This design comes from an exercise in tuning for small area, a short achievable clock period and few clock cycles on the open sky130 flow, not from production work. The RTL was checked by simulation tests, not by an equivalence proof against the original design. Power figures rest on the tool's default switching activity, not on a simulated workload.

--- flow/config.mk ---
export PLATFORM = sky130hd
export DESIGN_NAME = tis80_core
export DESIGN_NICKNAME = tis80_core
export VERILOG_FILES = /design/flow/design.v
export SDC_FILE = /design/flow/constraint.sdc
export NUM_CORES = 4
export LEC_CHECK = 0
export ABC_AREA = 1
export CAP_MARGIN = 20
export CORE_MARGIN = 2
export CORE_UTILIZATION = 60
export PLACE_DENSITY = 0.7
export SETUP_SLACK_MARGIN = 5
export SLEW_MARGIN = 20
--- flow/constraint.sdc ---
create_clock -name core_clock -period 10.0 [get_ports {clk}]
set_input_delay 2.0000 -clock core_clock [delete_from_list [all_inputs] [get_ports {clk}]]
set_output_delay 2.0000 -clock core_clock [all_outputs]
set_load 0.01 [all_outputs]
--- flow/design.v ---
module tis80_core (
    input  wire        clk,
    input  wire        rst,
    output reg         mem_req,
    output reg         mem_we,
    output reg  [15:0] mem_addr,
    output wire [7:0]  mem_wdata,
    input  wire        mem_ready,
    input  wire [7:0]  mem_rdata,
    output reg         step_done,
    output wire [1:0]  step_outcome,
    output wire [16:0] pc_o,
    output wire [7:0]  acc_o,
    output wire [15:0] sp_o,
    output wire [2:0]  flags_o,
    output wire        halted_o,
    output wire        pmode_o,
    output wire        ie_o
);
    localparam OUT_CONTINUE = 2'd0, OUT_HALTED = 2'd1, OUT_OOB = 2'd2, OUT_UNKNOWN = 2'd3;
    localparam S_FETCH = 5'b00000,    
               S_OPER  = 5'b00001,    
               S_ALU   = 5'b00010,    
               S_PSR   = 5'b00011,    
               S_STOP  = 5'b00100,    
               S_STOPU = 5'b00110,    
               S_HANG  = 5'b00101,
               S_AOVF  = 5'b00111,    
               S_RD    = 5'b01000,    
               S_PTRH  = 5'b01001,    
               S_PTRL  = 5'b01010,    
               S_VECH  = 5'b01011,    
               S_VECL  = 5'b01100,    
               S_WR    = 5'b01101,    
               S_WR1   = 5'b01110,    
               S_WR2   = 5'b01111,    
               S_POP   = 5'b10000,    
               S_RIT   = 5'b10001,    
               S_RPCH  = 5'b10010,    
               S_RPCL  = 5'b10011,    
               S_PUSH  = 5'b10100,    
               S_CPCH  = 5'b10101,    
               S_CPCL  = 5'b10110,    
               S_CIT   = 5'b10111;    
    localparam T_NONE = 2'd0, T_LIVE = 2'd1, T_DEAD = 2'd2;
    localparam PC_HOLD = 3'd0, PC_INC1 = 3'd1, PC_INC2 = 3'd2, PC_JMP = 3'd3, PC_TGT = 3'd4;
    localparam A_HOLD = 3'd0, A_SHL = 3'd1, A_SHR = 3'd2, A_NOT = 3'd3, A_ALU = 3'd4, A_RD = 3'd5,
               A_ZERO = 3'd6;
    localparam SP_HOLD = 2'd0, SP_POP = 2'd1, SP_INC = 2'd2, SP_SA = 2'd3;
    localparam P_HOLD = 3'd0, P_SHIFT = 3'd1, P_INC = 3'd2, P_PAIR = 3'd3, P_VEC = 3'd4;
    localparam W_HOLD = 3'd0, W_REG = 3'd1, W_OB = 3'd2, W_OP0 = 3'd3,
               W_PCH1 = 3'd4, W_PCH = 3'd5, W_PCL = 3'd6;
    localparam K_PICK = 3'd0, K_HI = 3'd1, K_LO = 3'd2, K_CUR = 3'd3, K_ACC = 3'd4;
    reg [4:0]  state;
    reg [16:0] pc;
    reg [7:0]  acc;
    reg [7:0]  sp;           
    reg [7:0]  x [0:15];
    reg [2:0]  flags;        
    reg        halted, pmode, ie;
    reg [7:0]  opcode;
    reg [1:0]  cnt;          
    reg [7:0]  op0;          
    reg [7:0]  wd;           
    reg [15:0] ptr;          
    reg        so_chk;       
    reg        pw_v;         
    reg [3:0]  pw_idx;
    reg [1:0]  tmode;
    reg [9:0]  fbase;        
    reg [16:0] cm;
    reg        cur_acc;      
    reg        cur_v;        
    integer i;
    assign pc_o      = pc;
    assign acc_o     = acc;
    assign sp_o      = {8'h01, sp};
    assign flags_o   = flags;
    assign halted_o  = halted;
    assign pmode_o   = pmode;
    assign ie_o      = ie;
    assign step_outcome = (state == S_STOPU) ? OUT_UNKNOWN :
                          (state != S_STOP)  ? OUT_CONTINUE :
                          halted             ? OUT_HALTED : OUT_OOB;
    assign mem_wdata = wd;
    function known_op;
        input [7:0] op;
        begin
            case (op)
                8'h10, 8'h11, 8'h12, 8'h13, 8'h14, 8'h15, 8'h16, 8'h17, 8'h18, 8'h19,
                8'h20, 8'h21, 8'h22, 8'h23, 8'h24, 8'h25,
                8'h30, 8'h31, 8'h32, 8'h33, 8'h34, 8'h35, 8'h36, 8'h37, 8'h38, 8'h39,
                8'h40, 8'h41, 8'h42, 8'h43, 8'h44, 8'h45,
                8'h50, 8'h51, 8'h52, 8'h53, 8'h54, 8'h55: known_op = 1'b1;
                default:                                  known_op = 1'b0;
            endcase
        end
    endfunction
    wire st_fetch = (state == S_FETCH);
    wire st_oper  = (state == S_OPER);
    wire in_call  = (state == S_CPCL) || (state == S_CIT);
    wire [7:0]  ob = (st_oper && pc[16]) ? 8'h00 : mem_rdata;
    wire [16:0] need     = ~cm;
    wire [15:0] need_x   = need[16:1];
    wire [3:0]  nib_any  = {|need_x[15:12], |need_x[11:8], |need_x[7:4], |need_x[3:0]};
    wire [1:0]  nib      = nib_any[0] ? 2'd0 : nib_any[1] ? 2'd1 : nib_any[2] ? 2'd2 : 2'd3;
    wire [3:0]  nib_bits = need_x[{nib, 2'b00} +: 4];
    wire [1:0]  nib_low  = nib_bits[0] ? 2'd0 : nib_bits[1] ? 2'd1 : nib_bits[2] ? 2'd2 : 2'd3;
    wire [3:0]  pk_x     = {nib, nib_low};           
    wire        pk_acc   = need[0];
    wire        pick_any = pk_acc || (|nib_any);
    wire [16:0] pk1h     = pk_acc ? 17'd1 : {({15'd0, |nib_any} << pk_x), 1'b0};
    wire        rs_acc  = st_fetch || (st_oper && opcode[2]) || (in_call && cur_acc);
    wire [7:0]  xr      = x[op0[3:0]];
    wire [7:0]  rsrc    = rs_acc ? acc : ((op0[7:4] == 4'd0) ? xr : 8'h00);
    wire [16:0] pc_inc1 = pc + 17'd1;
    wire        acc_z     = (acc == 8'h00);
    wire        jmp_taken = (opcode[2:0] == 3'd0) || (opcode[2:0] == 3'd1 && acc_z) ||
                            ((opcode[2:0] == 3'd2 || opcode[2:0] == 3'd3) && !acc_z);
    wire        jfg_taken = (op0 < 8'd3) && flags[op0[1:0]];
    wire [16:0] pc_inc2 = pc + 17'd2;
    wire [15:0] ptr_inc = ptr + 16'd1;
    wire        sp_full = (sp == 8'hFF);
    wire [7:0]  sp_inc  = sp + 8'd1;
    wire [7:0]  sp_pop  = (sp > 8'h04) ? sp - 8'd1 : sp;
    wire        alu_sub = opcode[1];                        
    wire        alu_as  = (opcode[3:2] == 2'b00);           
    wire [7:0]  alu_b   = (alu_as && opcode[0])  ? op0 :          
                          (op0[7:4] == 4'd0)     ? xr : 8'h00;
    wire [8:0]  alu_sum = {1'b0, acc} + {1'b0, alu_b ^ {8{alu_sub}}} + {8'd0, alu_sub};
    wire        alu_ovf = alu_sum[8] ^ alu_sub;
    reg  [7:0]  alu_out;
    always @(*) begin
        case (opcode[3:0])
            4'h6:    alu_out = acc & alu_b;
            4'h7:    alu_out = acc | alu_b;
            4'h8:    alu_out = acc ^ alu_b;
            4'h5:    alu_out = alu_b;                       
            default: alu_out = alu_sum[7:0];                 
        endcase
    end
    reg  [2:0]  k_sel;
    reg  [5:0]  sa_k;
    always @(*) begin
        case (k_sel)
            K_HI:    sa_k = -6'sd3;                         
            K_LO:    sa_k = -6'sd2;                         
            K_CUR:   sa_k = !cur_v ? 6'd16 : cur_acc ? -6'sd1 : {2'b00, op0[3:0]};
            K_ACC:   sa_k = -6'sd1;                         
            default: sa_k = !pick_any ? -6'sd3 : pk_acc ? -6'sd1 : {2'b00, pk_x};
        endcase
    end
    wire [9:0]  ret_g   = {2'b00, sp} - 10'd16;
    wire [9:0]  sa_sum  = (st_fetch ? ret_g : fbase) + {{4{sa_k[5]}}, sa_k};
    wire        sa_low  = sa_sum[9] || (sa_sum[8:2] == 7'd0);
    wire [7:0]  sa      = sa_low ? 8'h04 : (sa_sum[8] ? 8'hFF : sa_sum[7:0]);
    always @(*) begin
        if (state[4]) begin
            mem_addr = {8'h01, sp};
            mem_req  = !(state[2] && sp_full);
            mem_we   = state[2];
        end else if (state[3]) begin
            mem_addr = ptr;
            mem_req  = 1'b1;
            mem_we   = state[2] && (state[1:0] != 2'b00);
        end else begin
            mem_addr = pc[15:0];
            mem_req  = (state[4:1] == 4'b0000) && !pc[16];
            mem_we   = 1'b0;
        end
    end
    reg [4:0]  st_n;
    reg [2:0]  pc_sel, acc_sel, ptr_sel;
    reg [1:0]  sp_sel;
    reg [2:0]  wd_sel;
    reg [1:0]  vid_sel, tmode_n;
    reg        pw_ld;
    reg [2:0]  flags_n;
    reg        halted_n, pmode_n, ie_n, so_chk_n, done_n;
    reg        op0_ld, opc_ld, cnt_zero, cnt_inc;
    reg        x_we, x_wr_instr, acc_wr_instr;
    reg        cm_zero, cm_set, cm_one, cur_ld, cur_acc_ld;
    reg [1:0]  fb_sel;       
    task finish;
        input [1:0] outcome;
        begin
            done_n    = 1'b1;
            st_n      = (outcome == OUT_CONTINUE) ? S_FETCH :
                        (outcome == OUT_UNKNOWN)  ? S_STOPU : S_STOP;
        end
    endtask
    task dispatch;
        input nothing;       
        begin
            ptr_sel = P_VEC;
            if (!ie || nothing)
                finish(OUT_CONTINUE);
            else
                st_n    = S_VECH;
        end
    endtask
    task stack_overflow;
        begin
            flags_n[1] = 1'b1;
            vid_sel    = 2'd2;
            ptr_sel    = P_VEC;
            if (ie) begin
                so_chk_n = 1'b1;
                st_n     = S_VECH;
            end else
                finish(OUT_CONTINUE);
        end
    endtask
    task call_overflow;
        begin
            pc_sel  = PC_TGT;
            tmode_n = T_NONE;
            stack_overflow;
        end
    endtask
    task call_start;
        input [2:0] pch_sel;     
        begin
            if (pch_sel != W_HOLD) wd_sel = pch_sel;
            cm_zero = (tmode != T_DEAD);
            st_n    = S_CPCH;
        end
    endtask
    task call_next;
        begin
            sp_sel = SP_SA;
            k_sel  = K_CUR;
            if (cur_v) begin
                wd_sel = W_REG;
                cur_ld = 1'b1;
                cm_set = 1'b1;
                st_n   = S_CIT;
            end else begin
                pc_sel  = PC_TGT;
                tmode_n = T_LIVE;
                finish(OUT_CONTINUE);
            end
        end
    endtask
    task ret_next;
        begin
            sp_sel = SP_SA;
            if (pick_any) begin
                cur_ld = 1'b1;
                cm_set = 1'b1;
                st_n   = S_RIT;
            end else
                st_n   = S_RPCH;
        end
    endtask
    task wr_x;
        begin
            x_we       = 1'b1;
            x_wr_instr = 1'b1;
        end
    endtask
    task wr_x_late;
        input [2:0] d_sel;
        begin
            wd_sel = d_sel;
            pw_ld  = 1'b1;
        end
    endtask
    task wr_acc;
        input [2:0] sel;
        begin
            acc_sel      = sel;
            acc_wr_instr = 1'b1;
        end
    endtask
    task hold_all;
        begin
            st_n         = state;
            pc_sel       = PC_HOLD;
            acc_sel      = A_HOLD;
            sp_sel       = SP_HOLD;
            ptr_sel      = P_HOLD;
            wd_sel       = W_HOLD;
            vid_sel      = 2'd0;
            k_sel        = K_PICK;
            pw_ld        = 1'b0;
            tmode_n      = tmode;
            flags_n      = flags;
            halted_n     = halted;
            pmode_n      = pmode;
            ie_n         = ie;
            so_chk_n     = so_chk;
            done_n       = 1'b0;
            op0_ld       = 1'b0;
            opc_ld       = 1'b0;
            cnt_zero     = 1'b0;
            cnt_inc      = 1'b0;
            x_we         = 1'b0;
            x_wr_instr   = 1'b0;
            acc_wr_instr = 1'b0;
            cm_zero      = 1'b0;
            cm_set       = 1'b0;
            cm_one       = 1'b0;
            cur_ld       = 1'b0;
            cur_acc_ld   = 1'b0;
            fb_sel       = 2'd0;
        end
    endtask
    always @(*) begin
        hold_all;
        case (state)
            S_FETCH: begin
                if (pc[16]) begin
                    finish(OUT_OOB);
                end else begin
                    opc_ld   = 1'b1;
                    cnt_zero = 1'b1;
                    pc_sel   = PC_INC1;
                    wd_sel   = W_REG;            
                    vid_sel  = 2'd2;             
                    ptr_sel  = P_VEC;
                    fb_sel     = 2'd2;
                    cur_ld     = 1'b1;
                    cur_acc_ld = (tmode != T_LIVE);
                    k_sel      = (tmode != T_LIVE) ? K_ACC : K_PICK;
                    case (mem_rdata)
                        8'h14: begin wr_acc(A_SHL); finish(OUT_CONTINUE); end
                        8'h15: begin wr_acc(A_SHR); finish(OUT_CONTINUE); end
                        8'h19: begin wr_acc(A_NOT); finish(OUT_CONTINUE); end
                        8'h41: begin halted_n = 1'b1; finish(OUT_HALTED); end
                        8'h42: begin pmode_n = 1'b1; finish(OUT_CONTINUE); end
                        8'h43: begin ie_n    = 1'b1; finish(OUT_CONTINUE); end
                        8'h44: begin ie_n    = 1'b0; finish(OUT_CONTINUE); end
                        8'h50: begin                                         
                            tmode_n = T_NONE;
                            if (sp_full) stack_overflow;
                            else st_n = S_PUSH;
                        end
                        8'h51: begin                                         
                            tmode_n = T_NONE;
                            sp_sel  = SP_POP;
                            st_n    = S_POP;
                        end
                        8'h55: begin                                         
                            sp_sel = SP_SA;
                            if (tmode == T_LIVE) begin
                                cm_set = 1'b1;
                                st_n   = pick_any ? S_RIT : S_RPCH;
                            end else begin
                                cm_one = 1'b1;
                                st_n   = S_RIT;
                            end
                        end
                        default: begin
                            if (!known_op(mem_rdata)) finish(OUT_UNKNOWN);
                            else st_n = S_OPER;
                        end
                    endcase
                end
            end
            S_OPER: begin
                begin
                    pc_sel  = PC_INC1;
                    cnt_inc = 1'b1;
                    case (opcode)
                        8'h10, 8'h11, 8'h12, 8'h13, 8'h16, 8'h17, 8'h18, 8'h35: begin
                            op0_ld = 1'b1;
                            st_n   = S_ALU;
                        end
                        8'h20, 8'h21, 8'h22, 8'h23, 8'h24: begin            
                            ptr_sel = P_SHIFT;
                            if (cnt[0]) begin
                                pc_sel = PC_JMP;
                                finish(OUT_CONTINUE);
                            end else if (!jmp_taken) begin
                                pc_sel = PC_INC2;
                                finish(OUT_CONTINUE);
                            end
                        end
                        8'h25: begin                                         
                            ptr_sel = P_SHIFT;
                            if (cnt == 2'd0)
                                op0_ld = 1'b1;
                            else if (cnt == 2'd1) begin
                                if (!jfg_taken) begin
                                    pc_sel = PC_INC2;
                                    finish(OUT_CONTINUE);
                                end
                            end else begin
                                pc_sel = PC_JMP;
                                finish(OUT_CONTINUE);
                            end
                        end
                        8'h38: begin                                         
                            pc_sel     = PC_INC2;
                            flags_n[2] = 1'b1;
                            vid_sel    = 2'd3;
                            dispatch(1'b0);
                        end
                        8'h30, 8'h36: begin                                  
                            if (cnt == 2'd2) begin
                                op0_ld = 1'b1;
                                if (ob[7:4] != 4'd0) finish(OUT_CONTINUE);
                                else st_n = opcode[1] ? S_PTRH : S_RD;
                            end else
                                ptr_sel = P_SHIFT;
                        end
                        8'h31, 8'h37: begin                                  
                            if (cnt == 2'd0) op0_ld = 1'b1;
                            else ptr_sel = P_SHIFT;
                            if (cnt == 2'd2) begin
                                if (!opcode[1]) begin
                                    wd_sel = W_REG;
                                    st_n   = S_WR;
                                end else
                                    st_n   = S_PTRH;
                            end
                        end
                        8'h32, 8'h33: begin                                  
                            if (cnt == 2'd0) op0_ld = 1'b1;
                            else begin
                                wr_x_late(opcode[0] ? W_OP0 : W_REG);
                                finish(OUT_CONTINUE);
                            end
                        end
                        8'h34: begin                                         
                            wr_x_late(W_REG);
                            finish(OUT_CONTINUE);
                        end
                        8'h39: begin                                         
                            if (cnt == 2'd0) wd_sel = W_OB;
                            else if (cnt == 2'd1) op0_ld = 1'b1;
                            else ptr_sel = P_SHIFT;
                            if (cnt == 2'd3) st_n = S_WR1;
                        end
                        8'h40: dispatch(ob[7]);                              
                        8'h45: begin                                         
                            if (ob < 8'd3) flags_n[ob[1:0]] = 1'b0;
                            finish(OUT_CONTINUE);
                        end
                        8'h52: begin op0_ld = 1'b1; st_n = S_PSR; end        
                        8'h53: begin                                         
                            op0_ld  = 1'b1;
                            tmode_n = T_NONE;
                            sp_sel  = SP_POP;
                            st_n    = S_POP;
                        end
                        8'h54: begin                                         
                            ptr_sel = P_SHIFT;
                            if (cnt[0]) call_start(W_PCH1);
                        end
                        default: finish(OUT_CONTINUE);
                    endcase
                end
            end
            S_ALU: begin
                wr_acc(A_ALU);
                if (alu_as && alu_ovf) st_n = S_AOVF;
                else                   finish(OUT_CONTINUE);
            end
            S_AOVF: begin
                wr_acc(A_ZERO);
                flags_n[0] = 1'b1;
                vid_sel    = 2'd1;
                dispatch(1'b0);
            end
            S_RD: begin
                wr_x;
                finish(OUT_CONTINUE);
            end
            S_PTRH: begin
                wd_sel  = W_OB;
                ptr_sel = P_INC;
                st_n    = S_PTRL;
            end
            S_PTRL: begin
                ptr_sel = P_PAIR;
                if (!opcode[0])                                      
                    st_n = S_RD;
                else begin
                    wd_sel = W_REG;
                    st_n   = S_WR;
                end
            end
            S_WR, S_WR2: begin
                if (ptr[15:8] == 8'h01) tmode_n = T_NONE;
                finish(OUT_CONTINUE);
            end
            S_WR1: begin
                if (ptr[15:8] == 8'h01) tmode_n = T_NONE;
                wd_sel  = W_OP0;
                ptr_sel = P_INC;
                st_n    = S_WR2;
            end
            S_PSR: begin
                tmode_n = T_NONE;
                if (sp_full) stack_overflow;
                else begin wd_sel = W_REG; st_n = S_PUSH; end
            end
            S_PUSH: begin
                sp_sel = SP_INC;
                finish(OUT_CONTINUE);
            end
            S_POP: begin
                if (opcode[1]) begin                                 
                    if (op0[7:4] == 4'd0) wr_x;
                end
                else           wr_acc(A_RD);                         
                finish(OUT_CONTINUE);
            end
            S_VECH: begin
                wd_sel  = W_OB;
                ptr_sel = P_INC;
                st_n    = S_VECL;
            end
            S_VECL: begin
                so_chk_n = 1'b0;
                ptr_sel  = P_PAIR;
                wd_sel   = W_PCH;
                call_start(W_HOLD);
                if (wd == 8'h00 && mem_rdata == 8'h00)
                    finish(OUT_CONTINUE);
                else if (so_chk)
                    st_n = S_HANG;               
            end
            S_CPCH: begin
                fb_sel = 2'd1;
                if (sp_full) call_overflow;
                else begin
                    sp_sel = SP_INC;
                    wd_sel = W_PCL;
                    cur_ld = 1'b1;
                    cm_set = 1'b1;
                    st_n   = S_CPCL;
                end
            end
            S_CPCL, S_CIT: begin
                if (sp_full) call_overflow;
                else call_next;
            end
            S_RIT: begin
                if (cur_acc) acc_sel = A_RD;
                else
                    x_we   = 1'b1;
                ret_next;
            end
            S_RPCH: begin
                ptr_sel = P_SHIFT;
                k_sel   = K_LO;
                sp_sel  = SP_SA;
                st_n    = S_RPCL;
            end
            S_RPCL: begin
                pc_sel  = PC_JMP;
                k_sel   = K_HI;
                sp_sel  = SP_SA;
                tmode_n = (fbase[9] || fbase[8:0] < 9'd7) ? T_NONE : T_DEAD;
                finish(OUT_CONTINUE);
            end
            default: ;                               
        endcase
    end
    wire        stall  = mem_req && !mem_ready;
    wire [6:0]  vid = (vid_sel == 2'd0) ? ob[6:0] : {5'd0, vid_sel};
    wire [3:0]  x_widx = pw_v ? pw_idx : op0[3:0];
    wire [7:0]  x_wd   = pw_v ? wd : mem_rdata;
    wire        ob_ok  = (ob[7:4] == 4'd0);
    wire [15:0] cm_clr_op0 = {15'd0, x_wr_instr} << op0[3:0];
    wire [15:0] cm_clr_ob  = {15'd0, pw_ld && ob_ok} << ob[3:0];
    wire [16:0] cm_clr = {(cm_clr_op0 | cm_clr_ob) & {16{!stall}}, acc_wr_instr && !stall};
    wire [16:0] cm_n   = ((cm & ~cm_clr) & {17{!(!stall && (cm_zero || cm_one))}}) |
                         ((!stall && cm_set) ? pk1h : 17'd0) | {16'd0, !stall && cm_one};
    always @(posedge clk) begin
        if (rst) begin
            state        <= S_FETCH;
            pc           <= 17'h00200;
            acc          <= 8'h00;
            sp           <= 8'h04;
            flags        <= 3'b000;
            halted       <= 1'b0;
            pmode        <= 1'b0;
            ie           <= 1'b0;
            step_done    <= 1'b0;
            so_chk       <= 1'b0;
            tmode        <= T_NONE;
        end else if (stall) begin
            step_done    <= 1'b0;
        end else begin
            state        <= st_n;
            flags        <= flags_n;
            halted       <= halted_n;
            pmode        <= pmode_n;
            ie           <= ie_n;
            step_done    <= done_n;
            so_chk       <= so_chk_n;
            tmode        <= tmode_n;
            case (pc_sel)
                PC_INC1: pc <= pc_inc1;
                PC_INC2: pc <= pc_inc2;
                PC_JMP:  pc <= {1'b0, ptr[7:0], ob};
                PC_TGT:  pc <= {1'b0, ptr};
                default: ;
            endcase
            case (acc_sel)
                A_SHL:   acc <= {acc[6:0], 1'b0};
                A_SHR:   acc <= {1'b0, acc[7:1]};
                A_NOT:   acc <= ~acc;
                A_ALU:   acc <= alu_out;
                A_RD:    acc <= mem_rdata;
                A_ZERO:  acc <= 8'h00;
                default: ;
            endcase
            case (sp_sel)
                SP_POP:  sp <= sp_pop;
                SP_INC:  sp <= sp_inc;
                SP_SA:   sp <= sa;
                default: ;
            endcase
        end
        if (!stall) begin
            case (ptr_sel)
                P_SHIFT: ptr <= {ptr[7:0], ob};
                P_INC:   ptr <= ptr_inc;
                P_PAIR:  ptr <= {wd, mem_rdata};
                P_VEC:   ptr <= {8'h00, vid, 1'b0};
                default: ;
            endcase
            case (wd_sel)
                W_REG:   wd <= rsrc;
                W_OB:    wd <= ob;
                W_OP0:   wd <= op0;
                W_PCH1:  wd <= pc_inc1[15:8];
                W_PCH:   wd <= pc[15:8];
                W_PCL:   wd <= pc[7:0];
                default: ;
            endcase
            pw_idx <= ob[3:0];
            if (op0_ld)      op0 <= ob;
            else if (cur_ld) op0 <= {4'd0, pk_x};
            if (opc_ld) opcode <= mem_rdata;
            if (cnt_zero)     cnt <= 2'd0;
            else if (cnt_inc) cnt <= cnt + 2'd1;
            case (fb_sel)
                2'd1:    fbase <= {2'b00, sp} + 10'd3;
                2'd2:    fbase <= ret_g;
                default: ;
            endcase
            if (cur_ld) begin
                cur_acc <= pk_acc || cur_acc_ld;
                cur_v   <= pick_any;
            end
        end
    end
    always @(posedge clk) cm <= cm_n;
    reg rst_x;
    always @(posedge clk) rst_x <= rst;
    always @(posedge clk) begin
        if (rst) pw_v <= 1'b0;
        else     pw_v <= pw_ld && ob_ok && !stall;
        if (rst_x) begin
            for (i = 0; i < 16; i = i + 1) x[i] <= 8'h00;
        end else if (!rst && (pw_v || (x_we && !stall)))
            x[x_widx] <= x_wd;
    end
endmodule
--- flow/run.sh ---
#!/bin/bash
# synth_recipe.tcl (not shown) runs the flow's synth.tcl, then flattens the netlist and writes it again
# the make line also repeats each setting of config.mk as NAME=value (left out here)
make -C /OpenROAD-flow-scripts/flow DESIGN_CONFIG=/design/flow/config.mk WORK_HOME=/design/flow/orfs CLKGATE_MAP_FILE= SYNTH_SCRIPT=/design/flow/synth_recipe.tcl finish
==> run notes, run 1 <==
- Via Count: roughly 19k
- Average cell area after synthesis: between 7 and 8 µm²
- Setup crit start kind: flip-flop
- Power Density: between 300 and 400 nW/µm²
- Fillers: around 2.5k
- Num Clock Sinks: 257
- Sequential share of the synthesized area: 0.3972
- Vias in the first global route: around 17k
- Worst Setup End Kind: output port
- Clock transition at the registers of the reported paths: 0.06 ns
- Antenna violations before repair: 0
- MaxCap Viol Count: 0
- CTS tree: yes
- Crit path time final: between 4 and 5 ns
- Core area: about 29000 µm²
- Post-Syn Instances: around 2.4k
- Biggest area consumer among synthesized cells: edfxtp_1
- Logic pwr share: 0.537
- Antenna Nets Post-Route: 0
- Final Wtd Congestion: 1.159
- CP required: 8.00 ns
- Drt via density: roughly 6.5
- Total negative slack: 0 ns
- Worst hold slack: 0.4660 ns
- CP Cell Sequence: ha_1 -> nand3_1 -> nor3_4 -> inv_2 -> o21ai_1 -> inv_2 -> clkdlybuf4s50_1
- Slowest cell delay on critical path: about 0.5 ns
- Commonest cells post-synth: 430 x nand2_1, 428 x nor2_1, 274 x inv_1
- Pre-CTS setup slack: ~5.0 ns
- Most used cell, CP: inv_2
- H-tree levels: 1
- Grt ovf: 0
- Max-slew headroom: 0.2582
- Status: complete, no violations
- WL/cell: 22.73 µm
- Overall routing resource usage: 0.4101
- Synthesis-stage register bit count: 257
- CTS root buffer: clkbuf_16
- Final #Nets: between 2k and 3k
- Longest Clk Path Bufs: 3
- Die W: ~180 µm
- Worst path top cell family by delay: buffers and inverters
- RSZ-0062 raised after global routing: no
- Ys Warns: 1
- DRC: 0
- Die height: 175.5 µm
- Crit Path Category: flip-flop to output port
- Actual slew at the worst max-slew pin: roughly 1.1 ns
- Slowest CP cell: dfxtp_1
- Max Freq: 0.2074 GHz
- DR iter-0 viols: 2991
- Setup WS post-layout: ~5.2 ns
- Largest net degree at the start of global routing: 66
- Psw: about 0.0030 W
- Buf/Inv on CP: 3
- Slew Limit Fails: 0
- Std-Cell Rows: between 60 and 70
- CTS buffer count: 29
- Synth top area share: 0.3167
- Die ar.: ~31000 µm²
- Clk pwr share: 0.175
- Post-synth EDFFs: 186
- Hold/Removal Path Class: flip-flop to flip-flop
- Count of final setup violators: 0
- P_int: approximately 0.0031 W
- Hold Vio Cnt, Final: 0
- Max IR drop VDD: 538.5 µV
- Sequential power share: 0.288
- Synth unique cells: 61
- Global-route wire length before repair: approximately 100 mm
- Post-DP HPWL: ~48 mm
- Main synth FF type: edfxtp_1
- 1st-pass router iterations: 7
- DRT Wirelength: between 60 and 70 mm
- I/O pins: a little under 90
- Share of cells above drive strength 1: 0.04960
- CP max FO: 6
- IO Port Bufs: 78
- Layout area overhead: 11.51%
- Leak Pwr: roughly 8.1 nW
- FFs w/ async S/R, synth: 0
- Arr. time, crit path: between 2 and 3 ns
- Mapped Area: 17640 µm²
- Clk Latency, worst-skew pair: between 0.5 and 0.6 ns
- Tcrit/Tclk final: 0.4821
- Initial Utilization: 0.6112
- Dominant cells by area after synthesis: edfxtp_1 32%, nand2_1 9.2%, nor2_1 9.1%
- Count leader, synth: nand2_1
- ANT cells: 0
- Worst Skew: around 0.017 ns
- Net Sw Frac: 0.4887
## worst register-to-register path: stages (launching register included)
cell      delay (ns)
dfxtp_2         0.33
buf_6           0.38
inv_4           0.38
o21ai_0         0.40
o21ai_0         0.20
o211ai_1        0.19
nand2_1         0.09
nand2_1         0.12
nand2_1         0.06
o21ai_0         0.31
xor2_1          0.15
ha_1            0.38
a21oi_1         0.16
nand2_1         0.10
a21o_1          0.17
nand2_1         0.05
nand2_1         0.08
a21o_1          0.16
a21oi_1         0.26
nand2_1         0.12
nand4_1         0.18
nand2_1         0.07
o22ai_1         0.17
a21oi_1         0.09
## routing by layer
layer / part of all wire / GRT usage
met5: 0 / 0
met4: 0.050 / 0.1691
met1: 0.39 / 0.5727
met3: 0.14 / 0.08766
met2: 0.43 / 0.6216
## repair_timing
| action | in CTS | in global routing |
|---|---|---|
| resized for setup | 2 | 9 |
| hold endpoints to repair | 0 | 0 |
| cloned | 0 | 1 |
| endpoints found under the setup margin | 9 | 23 |
| hold buffers | 0 | 0 |
| buffers inserted | 2 | 1 |
| pin swaps | 2 | 1 |
## power by group through the flow
stage / combinational [W] / sequential [W] / clock, W
6_report: 0.00329 / 0.00177 / 0.00107
5_1_grt: 0.00355 / 0.00178 / 0.00110
4_1_cts: 0.00314 / 0.00174 / 0.00107
3_5_place_dp: 0.00311 / 0.00176 / 0
3_3_place_gp: 0.00305 / 0.00175 / 0
2_1_floorplan: 0.00215 / 0.00163 / 0
## layout by cell type (no fill, tap or decap), types with 6 or more instances in the layout
cell / count
o2111ai_1: 8
nor2_1: 428
clkinv_2: 7
o21ai_0: 209
a31oi_1: 14
nand2_1: 430
inv_2: 7
edfxtp_1: 186
ha_1: 53
clkinv_1: 17
a211oi_1: 14
xor2_1: 48
conb_1: 8
xnor2_1: 6
clkdlybuf4s50_1: 78
inv_1: 273
o21ai_1: 9
dfxtp_1: 68
o221ai_1: 12
or2_2: 12
nand4_1: 29
nor3_1: 44
nand3_1: 128
buf_4: 22
o22ai_1: 24
o31ai_1: 9
o211ai_1: 54
clkbuf_16: 29
a21oi_1: 135
a32oi_1: 8
nor2_2: 8
clkbuf_1: 7
nor4_1: 12
## cell families after synthesis
logic type / after synthesis / synth area share
compound gates: 540 / 0.1807
xor+xnor: 56 / 0.02887
fa+ha+maj: 56 / 0.04100
buf+inv: 388 / 0.08725
flops: 257 / 0.3972
mux: 1 / 0.0005675
other cells: 2 / 0.0004258
simple gates: 1111 / 0.2640
## sequential cells by signal, indices dropped and copies added, names as in the netlist, 2 cells and up, named ones only
register	count
pc	17
state	5
opcode	8
pw_idx	4
sp	8
flags	3
ptr	16
fbase	10
acc	8
tmode	2
op0	8
x	128
wd	8
cnt	2
cm	17
## cell type report
class | count | area [µm²] | area share
Clock inverter | 18 | 178.9 | 0.009097
Tap cell | 384 | 480.5 | 0.02443
Clock buffer | 36 | 752.0 | 0.03823
Inverter | 294 | 1111 | 0.05649
Multi-Input combinational cell | 1772 | 9153 | 0.4654
Timing Repair Buffer | 102 | 977.2 | 0.04969
Sequential cell | 257 | 7010 | 0.3564
Timing Repair inverter | 1 | 5.005 | 0.0002545
## through the flow
step           area, µm²  total power (W)    util  cells
4_1_cts            19610         0.005945  0.6795   2862
5_1_grt            19670         0.006429  0.6815   2864
3_3_place_gp       18660         0.004805  0.6465   2806
6_report           19670         0.006126  0.6815   2864
2_1_floorplan      17660         0.003776       -   2417
3_5_place_dp       18660         0.004872  0.6465   2806
## worst paths after layout
| check | start | end | slack (ns) | cells after the start |
|---|---|---|---|---|
| min reg2reg | pmode | pmode | 0.47 | 2 |
| max | sp[4] | mem_req | 5.18 | 7 |
| max reg2reg | flip-flop | state[2] | 5.30 | 23 |
| min | pmode | pmode | 0.47 | 2 |
Testbench counts, summed over its fixed seeds: cycles 287,512.
==> run 2: changes to the inputs <==
--- a/flow/design.v
+++ b/flow/design.v
@@ -43,7 +43,8 @@
                S_CPCL  = 5'b10110,    
                S_CIT   = 5'b10111;    
     localparam T_NONE = 2'd0, T_LIVE = 2'd1, T_DEAD = 2'd2;
-    localparam PC_HOLD = 3'd0, PC_INC1 = 3'd1, PC_INC2 = 3'd2, PC_JMP = 3'd3, PC_TGT = 3'd4;
+    localparam PC_HOLD = 3'd0, PC_INC1 = 3'd1, PC_INC2 = 3'd2, PC_JMP = 3'd3, PC_TGT = 3'd4,
+               PC_INC3 = 3'd5;
     localparam A_HOLD = 3'd0, A_SHL = 3'd1, A_SHR = 3'd2, A_NOT = 3'd3, A_ALU = 3'd4, A_RD = 3'd5,
                A_ZERO = 3'd6;
     localparam SP_HOLD = 2'd0, SP_POP = 2'd1, SP_INC = 2'd2, SP_SA = 2'd3;
@@ -119,6 +120,7 @@
                             ((opcode[2:0] == 3'd2 || opcode[2:0] == 3'd3) && !acc_z);
     wire        jfg_taken = (op0 < 8'd3) && flags[op0[1:0]];
     wire [16:0] pc_inc2 = pc + 17'd2;
+    wire [16:0] pc_inc3 = pc + 17'd3;
     wire [15:0] ptr_inc = ptr + 16'd1;
     wire        sp_full = (sp == 8'hFF);
     wire [7:0]  sp_inc  = sp + 8'd1;
@@ -317,13 +319,24 @@
                     cnt_zero = 1'b1;
                     pc_sel   = PC_INC1;
                     wd_sel   = W_REG;            
-                    vid_sel  = 2'd2;             
+                    vid_sel  = (mem_rdata == 8'h38) ? 2'd3 : 2'd2;
                     ptr_sel  = P_VEC;
                     fb_sel     = 2'd2;
                     cur_ld     = 1'b1;
                     cur_acc_ld = (tmode != T_LIVE);
                     k_sel      = (tmode != T_LIVE) ? K_ACC : K_PICK;
                     case (mem_rdata)
+                        8'h21: if (!acc_z) begin pc_sel = PC_INC3; finish(OUT_CONTINUE); end
+                               else st_n = S_OPER;
+                        8'h22, 8'h23:
+                               if (acc_z) begin pc_sel = PC_INC3; finish(OUT_CONTINUE); end
+                               else st_n = S_OPER;
+                        8'h24: begin pc_sel = PC_INC3; finish(OUT_CONTINUE); end   
+                        8'h38: begin                                         
+                            pc_sel     = PC_INC3;
+                            flags_n[2] = 1'b1;
+                            dispatch(1'b0);
+                        end
                         8'h14: begin wr_acc(A_SHL); finish(OUT_CONTINUE); end
                         8'h15: begin wr_acc(A_SHR); finish(OUT_CONTINUE); end
                         8'h19: begin wr_acc(A_NOT); finish(OUT_CONTINUE); end
@@ -367,14 +380,11 @@
                             op0_ld = 1'b1;
                             st_n   = S_ALU;
                         end
-                        8'h20, 8'h21, 8'h22, 8'h23, 8'h24: begin            
+                        8'h20, 8'h21, 8'h22, 8'h23: begin                   
                             ptr_sel = P_SHIFT;
                             if (cnt[0]) begin
                                 pc_sel = PC_JMP;
                                 finish(OUT_CONTINUE);
-                            end else if (!jmp_taken) begin
-                                pc_sel = PC_INC2;
-                                finish(OUT_CONTINUE);
                             end
                         end
                         8'h25: begin                                         
@@ -391,12 +401,6 @@
                                 finish(OUT_CONTINUE);
                             end
                         end
-                        8'h38: begin                                         
-                            pc_sel     = PC_INC2;
-                            flags_n[2] = 1'b1;
-                            vid_sel    = 2'd3;
-                            dispatch(1'b0);
-                        end
                         8'h30, 8'h36: begin                                  
                             if (cnt == 2'd2) begin
                                 op0_ld = 1'b1;
@@ -597,6 +601,7 @@
             case (pc_sel)
                 PC_INC1: pc <= pc_inc1;
                 PC_INC2: pc <= pc_inc2;
+                PC_INC3: pc <= pc_inc3;
                 PC_JMP:  pc <= {1'b0, ptr[7:0], ob};
                 PC_TGT:  pc <= {1'b0, ptr};
                 default: ;
==> flow/flow/run.sh (new file) <==
#!/bin/bash
# The standard layout with two changes: the port buffers are buf_2 cells
# rather than the delay buffers buffer_ports picks on its own, and the timing
# repair aims further below the clock period. The make output is kept in
# standard.log; each ORFS step keeps its own log under orfs/logs/.
set -euo pipefail
bash standard.sh "BUFFER_PORTS_ARGS=-buffer_cell sky130_fd_sc_hd__buf_2" \
    SETUP_SLACK_MARGIN=6 finish > standard.log 2>&1
==> flow/standard.sh (new file) <==
#!/bin/bash
# synth_recipe.tcl (not shown) runs the flow's synth.tcl, then flattens the netlist and writes it again
# the make line also repeats each setting of config.mk as NAME=value (left out here)
make -C /OpenROAD-flow-scripts/flow DESIGN_CONFIG=/design/flow/config.mk WORK_HOME=/design/flow/orfs CLKGATE_MAP_FILE= SYNTH_SCRIPT=/design/flow/synth_recipe.tcl "${@:-finish}"
--- a/flow/config.mk
+++ b/flow/config.mk
@@ -10,5 +10,4 @@
 export CORE_MARGIN = 2
 export CORE_UTILIZATION = 60
 export PLACE_DENSITY = 0.7
-export SETUP_SLACK_MARGIN = 5
 export SLEW_MARGIN = 20
removed: flow/run.sh
==> run 2 against run 1 <==
Clock power down 4%. Sequential power about the same. Synthesized cell count up 1.2%. Cell count up 2.9%. Clock skew down 0.0010 ns. Hold slack better by 0.021 ns. Critical path type is now flip-flop to flip-flop. Sequential cell count unchanged. Sequential share of layout area down 1.3 points. Largest cell class unchanged. Count of clock-buffer cells in the layout down 4.
==> run notes, run 2 <==
- Synth top area share: 0.3113
- Num Clock Sinks: ~260
- Setup crit start kind: flip-flop
- DRC: 0
- Actual slew at the worst max-slew pin: between 0.9 and 1 ns
- WL/cell: between 20 and 25 µm
- Multi-input logic area: roughly 10000 µm²
- Post-DP HPWL: roughly 49 mm
- Post-layout util: 0.6939
- I/O pins: 87
- Worst Setup End Kind: flip-flop
- Global-route wire length before repair: 101.9 mm
- Vias in the first global route: approximately 17k
- Initial Utilization: 0.6070
- Final #Nets: 2604
- Std-Cell Rows: 63
- 1st-pass router iterations: 9
- Slowest CP cell: fa_2
- Share of cells above drive strength 1: 0.1431
- Most used cell, CP: nand2_1
- Grt ovf: 0
- Hold Vio Cnt, Final: 0
- Fillers: 2426
- Commonest cells post-synth: 428 x nand2_1, 399 x nor2_1, 265 x inv_1
- H-tree levels: 1
- Most common cell after layout, fill and taps aside: nand2_1
- Buf/Inv on CP: 3
- Via Count: roughly 20k
- Overall routing resource usage: 0.4284
- Final Wtd Congestion: 1.074
- Placed insts: ~2.8k
- CTS buffer count: 29
- Leak Pwr: between 8 and 9 nW
- Longest Clk Path Bufs: 3
- Mapped Area: 17940 µm²
- Post-synth EDFFs: about 190
- Ys Warns: 1
- Reg area: between 7000 and 8000 µm²
- MaxCap Viol Count: 0
- Largest net degree at the start of global routing: 66
- Dominant cells by area after synthesis: edfxtp_1 31%, nand2_1 9.0%, nor2_1 8.3%
- Worst Skew: ~0.016 ns
- Adder-cell share of the synthesized area: 0.04170
- Commonest cells after routing, fill and taps aside: 421 x nand2_1, 383 x nor2_1, 253 x inv_1, 210 x o21ai_0, 186 x edfxtp_1
- Antenna Nets Post-Route: 0
- Arr. time, crit path: roughly 4.5 ns
- Count of final setup violators: 0
- Slew Limit Fails: 0
- Slowest cell delay on critical path: approximately 0.41 ns
- ANT cells: 0
- Clock transition at the registers of the reported paths: around 0.070 ns
- DRT Wirelength: 70.97 mm
- Largest regs: x: 128 flops, cm: 17 flops, pc: 17 flops
- Antenna violations before repair: 1
- Max-slew headroom: 0.3724
- Die ar.: around 31000 µm²
- Multiplexer share of the synthesized area: 0
- Biggest area consumer among synthesized cells: edfxtp_1
- IO Port Bufs: just under 80
- DR iter-0 viols: 3158
- Finished Layout Cells: approximately 2.9k
- Sequential share of the synthesized area: 0.3905
- Max Freq: about 0.25 GHz
- Post-Syn Instances: about 2.4k
- CP required: 10.53 ns
- Power Density: around 300 nW/µm²
- Synth unique cells: slightly below 60
- Largest family of logic cells by synthesized area: simple AND/OR/NAND/NOR gates
- CP max FO: 6
- Die height: 176.9 µm
- FFs w/ async S/R, synth: 0
- CTS root buffer: clkbuf_16
- Count leader, synth: nand2_1
- Synthesis-stage register bit count: around 260
- Worst path top cell family by delay: simple AND/OR/NAND/NOR gates
- Crit Path Category: flip-flop to flip-flop
- Average cell area after synthesis: approximately 7.4 µm²
- CTS tree: yes
- Pre-CTS setup slack: 4.322 ns
- Drt via density: 6.683
- Largest Register: x
- Main synth FF type: edfxtp_1
- Setup WS post-layout: between 6 and 7 ns
- Xor/xnor share of the synthesized area: 0.03166
- Max IR drop VDD: ~350 µV
- Crit path time final: slightly below 4 ns
- Clk Latency, worst-skew pair: 0.58 ns
- CP Cell Sequence: buf_12 -> buf_4 -> nor2_1 -> nor2_1 -> o21ai_0 -> o211ai_1 -> nand3_1 -> a21oi_2 -> nand2_1 -> o21ai_2 -> xor2_1 -> fa_2 -> nand3_1 -> nand2_1 -> a21o_1 -> a21oi_2 -> o21bai_2 -> a21o_1 -> nand2_1 -> nand4_1 -> and3_1 -> nand4_1 -> nand2_1 -> inv_1
- Tcrit/Tclk final: 0.3961
- Die W: around 180 µm
- Synth Area in Compound Gates: 0.1853
- Hold/Removal Path Class: flip-flop to flip-flop
- Layout area overhead: 14.32%
- RSZ-0062 raised after global routing: yes
- Post-Synth Simple-Gate Area: 0.2632
- Status: complete, no violations
- Max reg flops: roughly 130
- Core area: approximately 30000 µm²
- Total negative slack: 0 ns
run 2: cells by family after synthesis:
family	Yosys count
AOI/OAI and AO/OA	567
DFF	257
adders and majority gates	58
buffers and inverters	391
xor gates and xnor gates	64
and+or+nand+nor	1102
other	2
run 2: report_power, final:
part           total [W]  internal (W)  switching, W
Clock            0.00103      0.000544      0.000490
Sequential       0.00175       0.00143      0.000326
Combinational    0.00334       0.00108       0.00226
run 2: path summary, 6_finish.rpt:
| kind | end | startpoint | depth (start not counted) | slack (ns) |
|---|---|---|---|---|
| min | halted | halted | 2 | 0.49 |
| min reg2reg | halted | halted | 2 | 0.49 |
| max reg2reg | state[2] | flip-flop | 24 | 6.04 |
| max | state[2] | flip-flop | 24 | 6.04 |
run 2: layout make-up:
class,instances,share of cell area
Multi-Input combinational cell,1800,0.4768
Clock buffer,32,0.03593
Timing Repair inverter,4,0.001525
Inverter,284,0.05490
Sequential cell,257,0.3437
Tap cell,390,0.02379
Clock inverter,22,0.007991
Timing Repair Buffer,159,0.05539
run 2: per-layer routing:
layer,GRT usage,part of all wire,vias up,wire [µm]
met3,0.09235,0.15,329,10370
met1,0.5795,0.36,9123,25510
met2,0.6576,0.44,1698,31020
li1,-,-,8549,-
met4,0.2011,0.057,2,4062
met5,0,0.00027,-,19
run 2: tightest hold or removal path: cells and delay by family, from the launching register on:
kind	cells	cell delay, ns
DFF	1	0.32
buffers and inverters	1	0.07
AOI/OAI and AO/OA	1	0.06
run 2: what timing repair did:
| item | 4_1_cts | 5_1_grt |
|---|---|---|
| resized for setup | 66 | 80 |
| cloned | 4 | 3 |
| endpoints found under the setup margin | 181 | 127 |
| pin swaps | 7 | 22 |
| hold buffers | 0 | 0 |
| buffers inserted | 23 | 37 |
run 2: through the flow:
stage	area (µm²)	power (W)	hold WS, ns
after floorplan	17960	0.003609	0.4446
after global placement	18480	0.004400	0.4570
after detailed placement	18490	0.004473	0.4691
after CTS	19820	0.005659	0.4794
after global routing	20510	0.006384	0.5003
final	20510	0.006129	0.4865
Testbench counts of run 2, summed over its fixed seeds: cycles 282,336.

[separate check: timing with driven ports]
The flow's constraints put no driver on any port. The routed layouts listed below were extracted and timed again, unchanged, in two steps. Step 1 sets driving cells, clkbuf_16 on the clock port and buf_2 on the other inputs (assumed; they add their load-dependent delay and slew). Step 2 adds t to the input delays and takes it off the output delays; t is the mean of the earliest and latest rising clock arrival at the registers after step 1. Input paths then give back, and output paths get back, about the clock's delay inside the block. a / b / c = no drivers / after step 1 / after step 2; a / b = the first two.
| run | t, ns | slack for setup (ns) | clock arrival spread, ns |
|---|---|---|---|
| run 1 | 0.631 | 5.179 / 5.121 / 4.840 | 0.017 / 0.016 |
| run 2 | 0.631 | 6.039 / 6.010 / 5.441 | 0.016 / 0.016 |
After both steps setup and hold are still met in every run listed. The setup slack of run 2, which loses most, moves by -0.029 ns with the drivers and by -0.598 ns with both steps.
